This is an optimization exercise on Yosys and OpenROAD, whose aim is small area, a short achievable clock period and few clock cycles per item, not a production implementation.
RTL that was checked went through simulation tests only; none was proved equivalent to the original.
Power figures rest on the tool's default switching activity, not on a simulated workload.

Setup of job 5437:
// vesc_fext
module vesc_fext (
    input  wire       clk,
    input  wire       rst,
    input  wire       in_valid,
    input  wire [7:0] in_data,
    input  wire       in_last,
    output wire       in_ready,
    output wire       out_valid,
    output wire [7:0] out_data,
    output wire       out_last,
    output wire       out_found,
    output wire [6:0] out_len,
    input  wire       out_ready
);
For scale: about 2200 cells after synthesis, roughly 32 I/O pins.
==> flow/config.mk <==
export PLATFORM = sky130hd
export DESIGN_NAME = vesc_fext
export DESIGN_NICKNAME = vesc_fext
export VERILOG_FILES = /design/flow/design.v
export SDC_FILE = /design/flow/constraint.sdc
export NUM_CORES = 4
export LEC_CHECK = 0
export CAP_MARGIN = 20
export CORE_MARGIN = 2
export CORE_UTILIZATION = 40
export CTS_CLUSTER_DIAMETER = 60
export CTS_CLUSTER_SIZE = 32
export SLEW_MARGIN = 20
==> flow/constraint.sdc <==
create_clock -name core_clock -period 10.0 [get_ports {clk}]
set_input_delay 2.0000 -clock core_clock [delete_from_list [all_inputs] [get_ports {clk}]]
set_output_delay 2.0000 -clock core_clock [all_outputs]
set_load 0.01 [all_outputs]
standard.sh (not shown) runs the stock make flow with config.mk's settings and CLKGATE_MAP_FILE= SYNTH_SCRIPT=/design/flow/synth_recipe.tcl, a recipe that flattens the netlist after the stock synthesis.
==> flow/flow/run.sh <==
#!/bin/bash
# Standard layout (standard.sh: the standard flow's synthesis and ORFS flow, unchanged),
# with two repair settings of ORFS passed through the environment:
#  - port buffers use buf_4 instead of the default pick, and
#  - repair_timing aims for a setup slack margin of 6.8 ns.
# The full make output goes to standard.log here; ORFS's per-step logs are
# under orfs/logs/.
set -euo pipefail
export BUFFER_PORTS_ARGS="-buffer_cell sky130_fd_sc_hd__buf_4"
export SETUP_SLACK_MARGIN=6.8
bash standard.sh > standard.log 2>&1
Testbench counts of job 5437, summed over its fixed seeds: cycles 93,964, items 1,280.
diff inputs: job 5437 => job 5879
-- flow/flow/run.sh --
<<< job 5437, line 5
#  - repair_timing aims for a setup slack margin of 6.8 ns.
>>> job 5879, line 5
#  - repair_timing aims for a setup slack margin of 7 ns.
<<< job 5437, line 10
export SETUP_SLACK_MARGIN=6.8
>>> job 5879, line 10
export SETUP_SLACK_MARGIN=7
Job 5437 → job 5879: clock share of power saw little to no change; setup slack saw an increase; summed area of non-filler cells in the final layout saw an increase; post-synth design cell area saw little to no change; per-cell routed wire length saw little to no change.
Taking job 5437 as the reference, in job 5879 total power draw moved up; routed wire length now sits higher.
Looking at overall via count from detail_route, job 5879 sits 50 above job 5437.
A type of the worst setup path of input pin to flip-flop is what job 5437 shows, while flip-flop to primary output belongs to job 5879.
On clock skew, job 5437 beats job 5879.

xenon:
Another version of the RTL of vesc_fext (not shown whole).
For scale: roughly 2200 cells after synthesis, roughly 1300 flip-flops, roughly 32 I/O pins, about 0.034 sq mm of cells after synthesis.
clock: 10.0 ns
lec_check: 0
cap_margin: 20
core_margin: 2
core_utilization: 65
cts_cluster_diameter: 60
cts_cluster_size: 32
slew_margin: 20
run.sh (not shown) runs the stock make flow with config.mk's settings and CLKGATE_MAP_FILE= SYNTH_SCRIPT=/design/flow/synth_recipe.tcl, a recipe that flattens the netlist after the stock synthesis.
Stock flow here: none of the scripts above is used.
xenon finished every stage and its layout cleared the timing, DRC and antenna checks.
What maple does differently from xenon at the input level:
Settings: clearing CTS_CLUSTER_DIAMETER, which used to be 60; swapping 65 for 40 in CORE_UTILIZATION; clearing CTS_CLUSTER_SIZE, which used to be 32.
==> comparison <==
- maple ends up with a setup slack at placement that is 0.69 ns higher than in xenon.
- The run showing the smaller clock skew is maple.
- Taking xenon as the reference, in maple final cell utilization of the core went down 24 points, power density normalized to cell area went up 30 mW/mm^2, final area went up about 8%.
- Final net count in maple vs xenon: up 2.6%
- Between xenon and maple, the pin count of the biggest net entering global routing figures differ only marginally.
- Measured against xenon, the wire length of the first global-routing pass of maple comes out at 1.06 times the reference value.
- Sort xenon and maple by worst setup margin, descending, and maple comes first.
Function was not checked in any run of this note: the RTL went through the layout flow alone.

==> re-timing with driven ports <==
In the flow no input, the clock included, has a driving cell. The finished layouts below were timed again as built, in two steps.
Step 1: set_driving_cell puts a clkbuf_16 on clk and a buf_2 on each other input, an assumption about the parent block.
Step 2, shift: input delay + t, output delay - t, t = (earliest + latest rising clock arrival at the registers) / 2. This alone moves slack from input paths to output paths.
Slacks: no drivers / after step 1 / after step 2; pairs: no drivers / after step 1.
run	t, ns	setup slack, ns	hold slack, ns	clock arrival spread, ns	worst data-port slew with drivers (ns)
job 5437	0.708	6.791 / 6.751 / 6.120	0.312 / 0.312 / 0.312	0.031 / 0.031	0.04
job 5879	0.703	6.802 / 6.740 / 6.162	0.295 / 0.295 / 0.295	0.067 / 0.066	0.05
xenon	0.690	4.041 / 4.064 / 3.374	0.325 / 0.325 / 0.325	0.030 / 0.030	0.11
maple	0.717	4.833 / 4.865 / 4.148	0.311 / 0.311 / 0.311	0.020 / 0.020	0.10
After both steps every run listed still meets setup and hold. For maple, which loses most, drivers alone change the setup slack by +0.032 ns; drivers and shift together by -0.685 ns.
